From an optimization exercise on the open Yosys and OpenROAD flow, aimed at small area, a short achievable clock period and few clock cycles; shortcuts taken in it are not production practice.
Where RTL was checked, it was by simulation tests only, not by an equivalence proof against the original.
Only the layout flow was run in run 1; the RTL was not checked for function there.
Power is estimated from default activity; no workload was simulated.

$ cat flow/flow/run.sh
#!/bin/bash
# Standard layout, with plain buf_1 cells as the port buffers (ORFS otherwise
# picks clkdlybuf4s50_1, a slow delay cell), and timing repair aiming at a
# setup slack of 6 ns. Each ORFS step keeps its own log under orfs/logs;
# make's output goes to flow_make.log.
set -euo pipefail
bash standard.sh "BUFFER_PORTS_ARGS=-buffer_cell sky130_fd_sc_hd__buf_1" "SETUP_SLACK_MARGIN=6" finish > flow_make.log 2>&1
$ cat flow/standard.sh
#!/bin/bash
# synth_recipe.tcl (not shown) runs the flow's synth.tcl, then flattens the netlist and writes it again
# the make line also repeats each setting of config.mk as NAME=value (left out here)
make -C /OpenROAD-flow-scripts/flow DESIGN_CONFIG=/design/flow/config.mk WORK_HOME=/design/flow/orfs CLKGATE_MAP_FILE= SYNTH_SCRIPT=/design/flow/synth_recipe.tcl "${@:-finish}"
$ cat flow/config.mk
export PLATFORM = sky130hd
export DESIGN_NAME = oac_core
export DESIGN_NICKNAME = oac_core
export VERILOG_FILES = /design/flow/design.v
export SDC_FILE = /design/flow/constraint.sdc
export NUM_CORES = 4
export LEC_CHECK = 0
export CAP_MARGIN = 20
export CORE_MARGIN = 2
export CORE_UTILIZATION = 40
export SETUP_SLACK_MARGIN = 5
export SLEW_MARGIN = 20
$ cat flow/constraint.sdc
create_clock -name core_clock -period 12.0 [get_ports {clk}]
set_input_delay 2.4000 -clock core_clock [delete_from_list [all_inputs] [get_ports {clk}]]
set_output_delay 2.4000 -clock core_clock [all_outputs]
set_load 0.01 [all_outputs]
$ cat flow/design.v
module oac_core (
    input  wire        clk,
    input  wire        rst,           
    input  wire [31:0] stack_init,    
    output reg         mem_req,
    output reg         mem_we,
    output reg  [6:0]  mem_addr,
    output wire [31:0] mem_wdata,
    input  wire        mem_ready,
    input  wire [31:0] mem_rdata,
    output wire        halted,
    output wire        faulted,
    output reg  [2:0]  fault_kind,
    output wire [31:0] fault_value,
    output wire [31:0] fault_addr,
    input  wire [3:0]  dbg_idx,
    output wire [31:0] dbg_data
);
    localparam [2:0] K_OOB = 3'd2, K_OVERFLOW = 3'd3, K_UNDERFLOW = 3'd4, K_BADREG = 3'd5;
    localparam [3:0] S_F    = 4'd0,  S_O1   = 4'd1,  S_O2   = 4'd2,  S_O3   = 4'd3;
    localparam [3:0] S_SAVE = 4'd4,  S_M1   = 4'd5,  S_MRD  = 4'd6,  S_MWR  = 4'd7;
    localparam [3:0] S_PUSH = 4'd8,  S_POP1 = 4'd9,  S_POP2 = 4'd10, S_FV   = 4'd11;
    localparam [3:0] S_EXW  = 4'd12, S_FIX  = 4'd13, S_HALT = 4'd14, S_FAULT = 4'd15;
    localparam [1:0] X_NONE = 2'd0, X_ALU = 2'd1, X_INC8 = 2'd2, X_DEC8 = 2'd3;
    reg [3:0]  state;
    reg [31:0] r0, r1, r2, r3, fl, sb, st;
    reg [7:0]  pc;          
    reg        pcbig;       
    reg [31:0] t;
    reg [6:0]  a;           
    reg [6:0]  m7;          
    reg [4:0]  opc;         
    reg [3:0]  ridx;        
    reg [1:0]  exk;         
    reg        ffetch;      
    reg        fpend;       
    reg        rst_q;       
    reg        rph;         
    wire [31:0] w = mem_rdata;
    wire is_rr   = (opc == 5'd1) | (opc == 5'd5) | (opc == 5'd9);
    wire is_mr   = (opc == 5'd2) | (opc == 5'd6) | (opc == 5'd10);
    wire is_rm   = (opc == 5'd3) | (opc == 5'd7);
    wire is_mrm  = (opc == 5'd11);
    wire is_ir   = (opc == 5'd4) | (opc == 5'd8) | (opc == 5'd12);
    wire is_inc  = (opc == 5'd13);
    wire is_jmp  = (opc == 5'd14);
    wire is_jzn  = (opc == 5'd15) | (opc == 5'd16);
    wire is_jc   = (opc >= 5'd17) & (opc <= 5'd20);
    wire is_call = (opc == 5'd21);
    wire op_sub  = (opc >= 5'd5) & (opc <= 5'd8);
    wire op_mov  = (opc >= 5'd9) & (opc <= 5'd12);
    wire w_bad    = (w[31:4] != 28'd0) | (w[3] & (w[2:0] != 3'd0));
    wire w_oob    = (w[31:7] != 25'd0);
    wire w_valid  = (w[31:5] == 27'd0) & (w[4:0] != 5'd0) & (w[4:0] <= 5'd22);
    wire w_mr     = (w[4:0] == 5'd2) | (w[4:0] == 5'd6) | (w[4:0] == 5'd10);
    wire w_ret    = (w[4:0] == 5'd22);
    wire w_is4    = (w[3:0] == 4'd4);
    wire pc_oob   = pcbig | pc[7];
    wire st_oob   = (st[31:7] != 25'd0);
    wire p_ok     = (&st) | (~st_oob & ~(&st[6:0]));    
    wire [7:0] pc1 = pc + 8'd1;
    wire [7:0] pc2 = pc + 8'd2;
    wire jcond = (opc[0] ? fl[0] : fl[1]);               
    wire vf    = (state == S_O1) & is_jzn & ~pc_oob & ~jcond;
    wire fetch = (state == S_F) | vf;
    assign dbg_data    = pv;
    assign fault_value = t;
    assign fault_addr  = sb;
    reg  [3:0]  pidx;
    reg         fpc;           
    wire [1:0]  k = (state == S_FAULT) ? 2'd0 : is_inc ? 2'd1 : is_jc ? 2'd3 : 2'd2;
    wire [7:0]  pc_stmt = {1'b0, a} + {6'd0, k};
    wire        hlt = (state == S_HALT);
    wire [3:0]  ridx_p = hlt ? dbg_idx : pidx;   
    reg  [31:0] pv;
    always @(*) begin
        case (ridx_p)
            4'd0: pv = r0;
            4'd1: pv = r1;
            4'd2: pv = r2;
            4'd3: pv = r3;
            4'd4: pv = {24'd0, (fpc | hlt) ? pc : pc_stmt};
            4'd5: pv = hlt ? t : {27'd0, opc};
            4'd6: pv = fl;
            4'd7: pv = sb;
            default: pv = st;
        endcase
    end
    reg zp, ip, iq, cin;
    reg [1:0] qs;              
    wire [31:0] alu_p = zp ? 32'd0 : (pv ^ {32{ip}});
    wire [31:0] alu_q = (qs == 2'd1) ? t : (qs == 2'd2) ? w : (qs == 2'd3) ? stack_init : 32'd0;
    wire [31:0] res   = alu_p + (alu_q ^ {32{iq}}) + {31'd0, cin};
    wire        res_z = (res == 32'd0);
    wire        res_n = res[31];
    wire        lt    = res_n ^ ((pv[31] ^ t[31]) & (res_n ^ pv[31]));    
    wire taken = (opc == 5'd17) ?  res_z :
                 (opc == 5'd18) ? ~res_z :
                 (opc == 5'd19) ? (~res_z & ~res_n) : res_n;
    reg        fault_now;
    reg        fv_st;         
    reg [2:0]  fk_now;
    always @(*) begin
        mem_req  = 1'b0;
        mem_we   = 1'b0;
        mem_addr = pc[6:0];
        fault_now = 1'b0;
        fk_now   = K_OOB;
        fv_st    = 1'b0;
        pidx = ridx; fpc = 1'b0;
        zp = 1'b0; ip = 1'b0; iq = 1'b0; cin = 1'b0; qs = 2'd0;
        case (state)
            S_F: begin
                if (pc_oob) fault_now = 1'b1; else mem_req = 1'b1;
                case (exk)
                    X_ALU:  begin                      
                        zp = op_mov;
                        qs = is_inc ? 2'd0 : 2'd1;
                        iq = op_sub; cin = op_sub | is_inc;
                    end
                    X_INC8: begin pidx = 4'd8; cin = 1'b1; end
                    X_DEC8: begin pidx = 4'd8; iq = 1'b1; end
                    default: ;
                endcase
            end
            S_O1: begin
                if (vf) begin
                    mem_addr = pc1[6:0];
                    if (pc1[7]) fault_now = 1'b1; else mem_req = 1'b1;
                    cin = 1'b1;                        
                end else begin
                    if (pc_oob) fault_now = 1'b1; else mem_req = 1'b1;
                end
            end
            S_O2: begin                                
                if (pc_oob) fault_now = 1'b1; else mem_req = 1'b1;
            end
            S_O3: begin                                
                if (pc_oob) fault_now = 1'b1; else mem_req = 1'b1;
                qs = 2'd1; ip = 1'b1; cin = 1'b1;
            end
            S_SAVE: begin
                mem_we = 1'b1; mem_addr = st[6:0]; fv_st = 1'b1;
                if (st_oob) fault_now = 1'b1; else mem_req = 1'b1;
            end
            S_M1: begin                                
                if (pc_oob) fault_now = 1'b1; else mem_req = 1'b1;
            end
            S_MRD: begin                               
                mem_addr = m7; mem_req = 1'b1;
                qs = 2'd2; ip = op_sub; cin = op_sub;
            end
            S_MWR: begin
                mem_addr = m7; mem_req = 1'b1; mem_we = 1'b1;
            end
            S_PUSH: begin
                mem_we = 1'b1; mem_addr = st[6:0]; fv_st = 1'b1;
                if (st[31]) begin
                    fault_now = 1'b1; fk_now = K_OVERFLOW;
                end else if (st_oob) begin
                    fault_now = 1'b1;
                end else begin
                    mem_req = 1'b1;
                    zp = 1'b1; qs = 2'd1;              
                end
            end
            S_POP1: pidx = 4'd7;                       
            S_POP2: begin
                mem_addr = st[6:0] + 7'd1;
                mem_req = p_ok;
                pidx = 4'd8; qs = 2'd1; iq = 1'b1; cin = 1'b1;
            end
            S_FV: begin                                
                pidx = 4'd8; cin = (fault_kind == K_OOB);
            end
            S_EXW: begin
                zp = op_mov;
                qs = is_inc ? 2'd0 : 2'd1;
                iq = op_sub; cin = op_sub | is_inc;
            end
            S_FIX: begin
                zp = 1'b1; qs = 2'd1; cin = 1'b1;      
            end
            S_FAULT: begin                             
                pidx = 4'd4; zp = ffetch; qs = {1'b0, ffetch};
            end
            S_HALT: ;
            default: ;
        endcase
        if (fault_now) begin                           
            pidx = fv_st ? 4'd8 : 4'd4; fpc = 1'b1;
            zp = 1'b0; ip = 1'b0; iq = 1'b0; qs = 2'd0;
            cin = vf;
        end
        if (rst_q) begin                               
            zp = 1'b1; ip = 1'b0; iq = 1'b0; cin = 1'b0;
            qs = rph ? 2'd3 : 2'd0;
        end
    end
    assign mem_wdata = (state == S_MWR) ? t : {24'd0, pc};
    assign halted  = (state == S_HALT);
    assign faulted = (state == S_FAULT) & ~fpend;
    wire done = mem_req & mem_ready;
    reg        we;           
    reg [3:0]  widx;
    reg        setf;         
    always @(*) begin
        we = 1'b0; widx = ridx; setf = 1'b0;
        case (state)
            S_F: case (exk)
                X_ALU:  begin we = 1'b1; setf = ~op_mov; end
                X_INC8, X_DEC8: begin we = 1'b1; widx = 4'd8; end
                default: ;
            endcase
            S_EXW: setf = ~op_mov;
            S_O3:  if (done) setf = 1'b1;
            S_MRD: if (done & is_rm) setf = 1'b1;
            S_FAULT: if (fpend) begin we = 1'b1; widx = 4'd7; end
            default: ;
        endcase
    end
    wire clr = rst_q & ~rph;
    wire ld  = rst_q & rph;
    wire wr  = we & ~rst_q;
    always @(posedge clk) begin
        rst_q <= rst;
        rph   <= rst & ~rph;
        if ((wr & (widx == 4'd0)) | clr) r0 <= res;
        if ((wr & (widx == 4'd1)) | clr) r1 <= res;
        if ((wr & (widx == 4'd2)) | clr) r2 <= res;
        if ((wr & (widx == 4'd3)) | clr) r3 <= res;
        if ((wr & (widx == 4'd7)) | ld)  sb <= res;
        if ((wr & (widx == 4'd8)) | ld)  st <= res;
        if ((wr & (widx == 4'd6)) | clr) fl <= res;
        else if (setf & ~rst_q)          fl <= {fl[31:2], res_n, res_z};
    end
    always @(posedge clk) begin
        if (rst) begin
            state <= S_F;
            pc <= 8'd0; pcbig <= 1'b0;
            exk <= X_NONE;
        end else begin
            if (state == S_F) exk <= X_NONE;
            if (state == S_FAULT) fpend <= 1'b0;
            if (fetch) a <= vf ? pc1[6:0] : pc[6:0];
            if (fault_now) begin
                state      <= S_FAULT;
                fpend      <= 1'b1;
                fault_kind <= fk_now;
                ffetch     <= fetch;
                if (~pcbig) t <= res;              
            end else if (fetch) begin
                if (done) begin
                    t   <= w;
                    opc <= w[4:0];
                    if (~w_valid) begin
                        state <= S_HALT;
                        if (vf) pc <= pc1;
                    end else begin
                        pc    <= vf ? pc2 : pc1;
                        state <= w_ret ? S_POP1 : w_mr ? S_SAVE : S_O1;
                    end
                end else if (vf) begin
                    state <= S_F;                      
                    pc    <= pc1;
                end
            end else begin
                case (state)
                    S_O1: if (done) begin
                        ridx <= w[3:0];
                        t    <= w;
                        if ((is_rr | is_rm | is_mrm | is_jc | is_inc) & w_bad) begin
                            state <= S_FAULT; fpend <= 1'b1; fault_kind <= K_BADREG; ffetch <= 1'b0;
                        end else if (is_jmp | is_jzn) begin
                            pc <= w[7:0]; pcbig <= (w[31:8] != 24'd0); state <= S_F;
                        end else if (is_inc) begin
                            if (w_is4) state <= S_EXW;
                            else begin
                                pc <= pc1; state <= S_F; exk <= X_ALU;
                            end
                        end else begin
                            pc <= pc1;
                            state <= (is_rm | is_mrm) ? S_SAVE :
                                     is_call ? S_PUSH : S_O2;
                        end
                    end
                    S_O2: if (done) begin
                        ridx <= w[3:0];
                        if (is_rr | is_jc) t <= res;
                        if (w_bad) begin
                            t <= w;
                            state <= S_FAULT; fpend <= 1'b1; fault_kind <= K_BADREG; ffetch <= 1'b0;
                        end else if (is_jc) begin
                            pc <= pc1; state <= S_O3;
                        end else if (w_is4) begin
                            state <= S_EXW;
                        end else begin
                            pc <= pc1; state <= S_F; exk <= X_ALU;
                        end
                    end
                    S_O3: if (done) begin
                        t     <= w;
                        pc    <= taken ? w[7:0] : pc1;
                        pcbig <= taken & (w[31:8] != 24'd0);
                        state <= S_F;
                    end
                    S_SAVE: if (done) state <= S_M1;
                    S_M1: if (done) begin
                        m7 <= w[6:0];
                        t  <= (is_mrm & ~w_oob) ? res : w;
                        if (w_oob) begin
                            state <= S_FAULT; fpend <= 1'b1; fault_kind <= K_OOB; ffetch <= 1'b0;
                        end else if (is_mr) begin
                            pc <= pc1; state <= S_MRD;
                        end else
                            state <= is_rm ? S_MRD : S_MWR;
                    end
                    S_MRD: if (done) begin
                        t     <= is_rm ? res : w;
                        state <= is_rm ? S_MWR : S_O2;
                    end
                    S_MWR: if (done) begin
                        if (m7 == st[6:0]) state <= S_FIX;    
                        else begin
                            pc <= pc1; state <= S_F;
                        end
                    end
                    S_PUSH: if (done) begin
                        pc    <= res[7:0];                 
                        pcbig <= (res[31:8] != 24'd0);
                        exk   <= X_DEC8;
                        state <= S_F;
                    end
                    S_POP1: begin
                        t     <= res;
                        state <= S_POP2;
                    end
                    S_POP2: begin
                        if (done) begin
                            pc    <= w[7:0];
                            pcbig <= (w[31:8] != 24'd0);
                            t     <= w;
                            exk   <= X_INC8;
                        end
                        if (~lt) begin
                            state <= S_FV; fault_kind <= K_UNDERFLOW;
                        end else if (~p_ok) begin
                            state <= S_FV; fault_kind <= K_OOB;
                        end else if (done)
                            state <= S_F;
                    end
                    S_FV: begin
                        t <= res; state <= S_FAULT; fpend <= 1'b1; ffetch <= 1'b0;
                    end
                    S_EXW: begin
                        t <= res; state <= S_FIX;
                    end
                    S_FIX: begin
                        pc    <= res[7:0];
                        pcbig <= (res[31:8] != 24'd0);
                        t     <= res;
                        state <= S_F;
                    end
                    default: ;
                endcase
            end
        end
    end
endmodule
==> results.sh, run 1 <==
export IMPL_place_inst=2829
export IMPL_drc=0
export IMPL_cts_htree_levels=2
export IMPL_die_height_um=225
export IMPL_hp_start="rph"
export IMPL_crit_fanout=7
export IMPL_critical_path_required_ns=12.44
export IMPL_area_growth_pct=32.6
export IMPL_place_area_um2=21500
export IMPL_clock_power_share=0.121
export IMPL_dpl_hpwl_um=65200
export IMPL_clock_path_buffers=3
export IMPL_core_area_um2=48600
export IMPL_end_kind="flop"
export IMPL_layout_drive_gt1_share=0.252
export IMPL_numPortBuffers=212
export IMPL_yosysTopAreaCellShare=0.436
export IMPL_status="timing/DRC/antenna clean"
export IMPL_skew_ns=0.0493
export IMPL_num_vias=20400
export IMPL_rr_endpoint="pc[2]"
export IMPL_synth_edf_count=284
export IMPL_drtAntennaViolNets=0
export IMPL_start_kind="primary input"
export IMPL_rr_worst_depth=27
export IMPL_start_util=0.403
export IMPL_worstSetupPathType="in -> reg"
export IMPL_slew_headroom=0.391
export IMPL_hold_depth=1
export IMPL_syn_area_um2=19600
export IMPL_period_minus_slack_ns=7.66
export IMPL_r2r_setup_slack_ns=4.42
export IMPL_power_frac_comb=0.643
export IMPL_postLayoutCellArea_um2=26000
export IMPL_synth_area_leaders="edfxtp_1 44%, nand2_1 4.5%, a21oi_1 4.5%"
export IMPL_gp_congestion=0.995
export IMPL_first_pass_iters=10
export IMPL_finalMaxSlewViolations=0
export IMPL_powerDensity_nw_per_um2=354
export IMPL_hold_buffers=0
export IMPL_synth_nets=2190
export IMPL_r2r_start="st[31]"
export IMPL_cts_sinks=301
export IMPL_rows=81
export IMPL_p_int_w=0.00464
export IMPL_grt_pass1_vias=19200
export IMPL_synth_top_area_cell="edfxtp_1"
export IMPL_layout_nets=2525
export IMPL_min_path_type="reg -> reg"
export IMPL_synth_cells=2076
export IMPL_total_power_w=0.00919
export IMPL_grt_start_max_net_pins=42
export IMPL_tightestPinTransition_ns=0.905
export IMPL_rsz0062_at_grt="true"
export IMPL_grt_pass1_wl_um=134000
export IMPL_setup_violations=0
export IMPL_p_sw_frac=0.496
export IMPL_io_pins=213
export IMPL_die_w_um=225
export IMPL_synthDistinctLibCells=98
export IMPL_cts_tree="yes"
export IMPL_arrival_ns=8.10
export IMPL_hold_path_end="rph"
export IMPL_stdcell_count=3062
export IMPL_cts_root_buf="clkbuf_16"
export IMPL_tns_ns=0
export IMPL_grt_util_all_layers=0.365
export IMPL_synth_flop_cell="edfxtp_1"
export IMPL_yosysSeqAreaShare=0.453
export IMPL_numCtsBuffers=36
export IMPL_hold_viol=0
export IMPL_wire_per_inst_um=31.2
export IMPL_maxCapViolations=0
export IMPL_p_seq_frac=0.236
export IMPL_ys_async_sr_fraction=0
export IMPL_max_clock_freq_ghz=0.131
export IMPL_finalCritPeriodShare=0.638
export IMPL_worstSkewPairLatency_ns=0.60
export IMPL_synth_avg_cell_area_um2=9.43
export IMPL_vdd_ir_drop_max_uv=156
export IMPL_antenna_found_initial=2
export IMPL_drtIter0Drc=3056
export IMPL_yosysWarnings=1
export IMPL_via_per_inst=6.67
export IMPL_p_leak_nw=9.12
export IMPL_path_clk_slew_ns=0.05
export IMPL_wirelength_um=95500
export IMPL_dieArea_um2=50700
export IMPL_ys_ff_latch=301
export IMPL_n_fill_cell=4316
export IMPL_grt_overflow=0
export IMPL_p_switching_w=0.00455
## cells in the final DEF (no fill, tap or decap), drive strengths merged, types with 8 or more instances in the layout
cell type / count
o21ai: 114
nor4: 21
mux2i: 17
nor2: 200
and3: 11
a22oi: 84
nand4: 32
clkbuf: 41
a222oi: 42
nor3b: 8
o2111ai: 33
clkinv: 21
o211ai: 19
or3: 9
nand2: 238
nor2b: 19
o221ai: 9
dfxtp: 17
a21o: 21
a221oi: 9
xor2: 30
a31oi: 17
inv: 65
o31ai: 8
nor3: 25
o22ai: 38
edfxtp: 284
mux2: 8
buf: 433
and2: 37
a21oi: 176
ha: 40
nand3: 37
a211oi: 25
or2: 13
nand2b: 14
xnor2: 97
o21a: 9
## area by class of cell
type | instances | area (um2) | share of cell area
well taps | 622 | 778 | 0.0300
diodes | 1 | 2.50 | 0.0000964
repair buffers | 436 | 3040 | 0.117
clock inverters | 27 | 259 | 0.00998
clock buffers | 39 | 912 | 0.0351
flip-flops and latches | 301 | 8870 | 0.342
inverters | 65 | 275 | 0.0106
multi-input cells | 1571 | 11800 | 0.455
## critical path: stages
cell      delay, ns
buf_8          0.10
nand2_8        0.04
o311a_4        0.14
a211o_4        0.36
a311oi_4       0.22
buf_6          0.19
and3_4         0.30
buf_6          0.12
a21oi_2        0.04
nand2_1        0.07
o32a_1         0.26
xnor2_1        0.17
nor2_2         0.09
fa_2           0.46
a211oi_2       0.29
o21ai_2        0.14
a21oi_2        0.29
o41ai_4        0.13
a211oi_4       0.36
xnor2_4        0.12
nor4_2         0.31
nand4_1        0.15
buf_6          0.16
o31a_1         0.27
o21ai_4        0.31
nand3_1        0.11
nor3b_1        0.17
o311a_1        0.30
## cell usage after synthesis (all sizes together), types with 11 or more instances
cell	instances
o211ai	19
nand2	238
ha	40
buf	28
a211oi	25
o22ai	38
inv	63
nor2	197
nand3	37
nor2b	19
a22oi	84
edfxtp	284
dfxtp	17
a21oi	176
and2	37
or2	13
a222oi	42
xor2	30
xnor2	97
o2111ai	33
nor3	25
and3	11
o21ai	114
nand2b	14
mux2i	17
a21o	21
nand4	32
nor4	21
a31oi	17
clkbuf	114
## routing by layer
layer / up-vias / GRT usage / share of wire
met4: 4 / 0.236 / 0.082
li1: 8589 / - / -
met1: 9979 / 0.451 / 0.36
met3: 354 / 0.0756 / 0.10
met2: 1505 / 0.582 / 0.45
met5: - / 0 / 0.00027
## power by group through the flow
stage	logic, W	clock network, W	registers, W
floorplan	0.00271	0	0.00201
global placement	0.00434	0	0.00216
detailed placement	0.00435	0	0.00217
CTS	0.00515	0.00112	0.00215
global route	0.00613	0.00116	0.00219
finish	0.00591	0.00111	0.00217
## stage by stage
step | hold slack, ns | setup slack, ns | utilization
final | 0.473 | 4.34 | 0.534
after global routing | 0.524 | 4.18 | 0.534
after CTS | 0.471 | 4.45 | 0.507
after detailed placement | 0.449 | 2.32 | 0.443
after global placement | 0.457 | 2.37 | 0.443
after floorplan | 0.416 | 4.55 | -
## kinds of logic after synthesis
logic type | synth area share
compound gates | 0.241
xor+xnor | 0.0568
fa+ha+maj | 0.0296
buf+inv | 0.0419
flops | 0.453
mux | 0.0133
simple gates | 0.165
## sequential cells by signal (all words and copies together), names as in the netlist, 2 cells and up
register and cells:
r3 32, fault_kind 3, fl 32, st 32, r0 32, sb 32
ridx 4, exk 2, state 4, a 7, r1 32, pc 8
opc 5, t 32, m7 7, r2 32
## what timing repair did
| action | 4_1_cts | 5_1_grt |
|---|---|---|
| resized for setup | 240 | 167 |
| setup endpoints to repair | 299 | 275 |
| setup buffers | 99 | 63 |
| cloned | 4 | 0 |
| pin swaps | 69 | 82 |
| endpoints found under the hold margin | 0 | 0 |
## worst max path at each step
| stage | startpoint | endpoint | slack, ns |
|---|---|---|---|
| final | dbg_idx[2] | pc[2] | 4.34 |
| after detailed placement | dbg_idx[2] | pc[2] | 2.32 |
| after global placement | dbg_idx[2] | pc[2] | 2.37 |
| after CTS | dbg_idx[2] | pc[2] | 4.45 |
| after floorplan | dbg_idx[2] | pc[2] | 4.55 |
| after global routing | dbg_idx[2] | pc[2] | 4.18 |
==> run 2, diff against run 1 <==
--- a/flow/design.v
+++ b/flow/design.v
@@ -35,5 +35,4 @@
     reg        ffetch;      
     reg        fpend;       
-    reg        rst_q;       
     reg        rph;         
     wire [31:0] w = mem_rdata;
@@ -193,5 +192,5 @@
             cin = vf;
         end
-        if (rst_q) begin                               
+        if (rst) begin                                 
             zp = 1'b1; ip = 1'b0; iq = 1'b0; cin = 1'b0;
             qs = rph ? 2'd3 : 2'd0;
@@ -220,10 +219,9 @@
         endcase
     end
-    wire clr = rst_q & ~rph;
-    wire ld  = rst_q & rph;
-    wire wr  = we & ~rst_q;
+    wire clr = rst & ~rph;
+    wire ld  = rst & rph;
+    wire wr  = we & ~rst;
     always @(posedge clk) begin
-        rst_q <= rst;
-        rph   <= rst & ~rph;
+        rph <= rst & ~rph;
         if ((wr & (widx == 4'd0)) | clr) r0 <= res;
         if ((wr & (widx == 4'd1)) | clr) r1 <= res;
@@ -233,5 +231,5 @@
         if ((wr & (widx == 4'd8)) | ld)  st <= res;
         if ((wr & (widx == 4'd6)) | clr) fl <= res;
-        else if (setf & ~rst_q)          fl <= {fl[31:2], res_n, res_z};
+        else if (setf & ~rst)            fl <= {fl[31:2], res_n, res_z};
     end
     always @(posedge clk) begin
==> flow/flow/run.sh (replaced) <==
#!/bin/bash
# Standard layout, with plain buf_1 cells as the port buffers (ORFS otherwise
# picks clkdlybuf4s50_1, a slow delay cell). Each ORFS step keeps its own log
# under orfs/logs; make's output goes to flow_make.log.
set -euo pipefail
bash standard.sh "BUFFER_PORTS_ARGS=-buffer_cell sky130_fd_sc_hd__buf_1" finish > flow_make.log 2>&1
==> run 2 against run 1 <==
Still clean. Wire length fell by 0.54%. Flip-flop and latch count decreased by 1. Sequential power fell by 5%. Synthesized cell count is 6.0% higher. Global-route usage shrank 1.7 points. Worst hold slack better by 0.12 ns. Clock skew fell by 0.010 ns. Worst setup slack improved by 0.22 ns. Critical path depth decreased by 1. Core utilization down 3.3 points. Combinational power is 15% lower. Cell count rose by 3.1%. Critical path type unchanged. Critical endpoint unchanged.
==> results.sh, run 2 <==
export IMPL_status="timing/DRC/antenna clean"
export IMPL_layout_nets=2572
export IMPL_die_height_um=229
export IMPL_synth_avg_cell_area_um2=9.18
export IMPL_cts_root_buf="clkbuf_16"
export IMPL_dieArea_um2=52300
export IMPL_maxCapViolations=0
export IMPL_worstSetupPathType="in -> reg"
export IMPL_rows=82
export IMPL_crit_start="dbg_idx[2]"
export IMPL_tns_ns=0
export IMPL_layout_common_cells="284 x edfxtp_1, 228 x nor2_1, 221 x nand2_1"
export IMPL_tightestPinTransition_ns=1.15
export IMPL_drc=0
export IMPL_place_area_um2=21900
export IMPL_hold_buffers=0
export IMPL_met1_usage=0.496
export IMPL_max_clock_freq_ghz=0.134
export IMPL_n_fill_cell=4648
export IMPL_critical_path_required_ns=12.49
export IMPL_critPathSlowestCell="nor4_4"
export IMPL_setup_worst_path_end="pc[2]"
export IMPL_wirelength_um=95000
export IMPL_multi_input_area_um2=11600
export IMPL_ys_ff_latch=300
export IMPL_cts_sinks=300
export IMPL_yosysTopAreaCellShare=0.422
export IMPL_synth_cells=2200
export IMPL_rr_endpoint="pc[2]"
export IMPL_synth_top_area_cell="edfxtp_1"
export IMPL_synth_nets=2314
export IMPL_vdd_ir_drop_max_uv=178
export IMPL_p_leak_nw=8.98
export IMPL_yosysWarnings=1
export IMPL_min_path_type="reg -> reg"
export IMPL_synthDistinctLibCells=102
export IMPL_synth_edf_count=284
export IMPL_num_vias=20800
export IMPL_powerDensity_nw_per_um2=328
export IMPL_die_w_um=229
export IMPL_synth_area_leaders="edfxtp_1 42%, a21oi_1 4.7%, nor2_1 4.5%"
export IMPL_use_met3=0.106
export IMPL_cts_htree_levels=2
export IMPL_grt_pass1_vias=19100
export IMPL_dpl_hpwl_um=65900
export IMPL_final_util=0.501
export IMPL_r2r_start="opc[1]"
export IMPL_slew_headroom=0.213
export IMPL_antenna_found_initial=4
export IMPL_final_common_cell="edfxtp_1"
export IMPL_start_util=0.404
export IMPL_skew_ns=0.0389
export IMPL_grt_pass1_wl_um=135000
export IMPL_area_growth_pct=23.9
export IMPL_io_pins=213
export IMPL_gp_congestion=0.972
export IMPL_ys_async_sr_fraction=0
export IMPL_first_pass_iters=6
export IMPL_arrival_ns=7.93
export IMPL_r2r_setup_slack_ns=4.60
export IMPL_wire_per_inst_um=30.1
export IMPL_path_clk_slew_ns=0.07
export IMPL_yosysSeqAreaShare=0.438
export IMPL_ys_top_cells_by_count="284 x edfxtp_1, 244 x nor2_1, 227 x nand2_1"
export IMPL_numCtsBuffers=35
export IMPL_start_kind="primary input"
export IMPL_grt_overflow=0
export IMPL_synth_flop_cell="edfxtp_1"
export IMPL_cts_tree="yes"
export IMPL_finalCritPeriodShare=0.620
export IMPL_drtIter0Drc=3186
export IMPL_rr_worst_depth=30
export IMPL_numPortBuffers=212
export IMPL_seq_area_um2=8860
export IMPL_setup_violations=0
export IMPL_layout_drive_gt1_share=0.174
export IMPL_grtUsageMet2=0.498
export IMPL_slowest_delay_ns=0.43
export IMPL_via_per_inst=6.58
export IMPL_drtAntennaViolNets=0
export IMPL_finalMaxSlewViolations=0
export IMPL_rsz0062_at_grt="true"
export IMPL_syn_area_um2=20200
export IMPL_grt_start_max_net_pins=49
export IMPL_yosysMostFrequentCell="edfxtp_1"
export IMPL_period_minus_slack_ns=7.44
export IMPL_clock_path_buffers=3
export IMPL_hold_viol=0
export IMPL_worstSkewPairLatency_ns=0.59
export IMPL_grt_util_all_layers=0.349
export IMPL_crit_fanout=31
export IMPL_top_usage_layer="met2"
export IMPL_core_area_um2=50000
export IMPL_end_kind="flop"
export IMPL_cp_common_cell="and3_4"
export IMPL_postLayoutCellArea_um2=25000
-- run 2: cell count changes in the layout (fill, tap and decap cells not counted), moves of 20 or more --
cell,change
mux2i_1,+20
buf_6,-51
buf_1,+28
nor2_1,+56
and2_1,-20
and3_1,+30
buf_4,-34
-- run 2: critical path, delay by kind of cell --
kind | cells | cell delay, ns
compound gates | 12 | 2.21
fa+ha+maj | 1 | 0.27
simple gates | 9 | 2.32
buf+inv | 4 | 0.61
xor+xnor | 1 | 0.10
-- run 2: cells by family after synthesis --
group | synth area share
and+or+nand+nor | 0.175
adders and majority gates | 0.0288
DFF | 0.438
muxes | 0.0223
AOI/OAI and AO/OA | 0.237
buffers and inverters | 0.0436
xor gates and xnor gates | 0.0550
-- run 2: worst min-delay path by stage --
stage            from  endpoint  slack [ns]  depth (start not counted)
2_1_floorplan  exk[1]    exk[1]        0.52                          2
3_3_place_gp   exk[1]    exk[1]        0.56                          2
3_5_place_dp   exk[1]    exk[1]        0.56                          2
4_1_cts        exk[1]    exk[1]        0.58                          2
5_1_grt        exk[1]    exk[1]        0.62                          2
6_report       exk[1]    exk[1]        0.60                          2
-- run 2: final cells by class --
type | count | share of cell area
clock inverters | 23 | 0.0103
diodes | 2 | 0.000200
inverters | 72 | 0.0112
clock buffers | 39 | 0.0356
repair buffers | 372 | 0.0920
well taps | 672 | 0.0336
flip-flops and latches | 300 | 0.354
multi-input cells | 1677 | 0.463
-- run 2: layer usage --
layer / vias to the layer above / wire (um)
met3: 231 / 12900
met1: 10100 / 38700
met2: 1539 / 39400
met5: - / 0
met4: 0 / 4040
li1: 8872 / -
-- run 2: stage by stage --
step / power [W] / hold WS (ns) / cells / worst slack, ns
after floorplan: 0.00445 / 0.517 / 2200 / 4.87
after global placement: 0.00615 / 0.556 / 2996 / 2.78
after detailed placement: 0.00616 / 0.563 / 2996 / 2.54
after CTS: 0.00773 / 0.577 / 3123 / 4.78
after global routing: 0.00847 / 0.623 / 3155 / 4.43
final: 0.00821 / 0.597 / 3157 / 4.56
-- run 2: what timing repair did --
action | CTS | global route
gates cloned | 6 | 1
setup buffers | 59 | 31
pin swaps | 32 | 43
setup endpoints to repair | 275 | 44
gates resized for setup | 137 | 96
-- run 2: power by group --
| group | internal [W] | total (W) | leakage, nW | switching [W] |
|---|---|---|---|---|
| Clock | 0.000630 | 0.00111 | 0.563 | 0.000484 |
| Sequential | 0.00173 | 0.00206 | 2.87 | 0.000327 |
| Combinational | 0.00165 | 0.00504 | 5.55 | 0.00339 |
Testbench counts of run 2, summed over its fixed seeds: cycles 40,193.

-- separate check: timing with driven ports --
The results above use ideal ports. As a check the final layouts listed here were re-extracted and re-timed, cells and wires unchanged. Step 1 sets driving cells, clkbuf_16 on the clock port and buf_2 on the other inputs (assumed; they add their load-dependent delay and slew). Step 2 times the ports against the registers' clock, not the clock port: input delays grow and output delays shrink by t, the midpoint of the rising clock arrivals with the driver on. Three values: ideal ports, drivers, drivers and shift; two values: the first two.
run	shift t [ns]	setup slack, ns	hold slack, ns	worst setup path at the end	pins driven straight from the clock port
run 1	0.631	4.341 / 4.329 / 3.697	0.473 / 0.473 / 0.473	input to register	1
run 2	0.625	4.559 / 4.581 / 3.955	0.597 / 0.597 / 0.597	input to register	1
After both steps setup and hold are still met in every run listed. For run 1, which loses most, drivers alone change the setup slack by -0.012 ns; drivers and shift together by -0.644 ns.
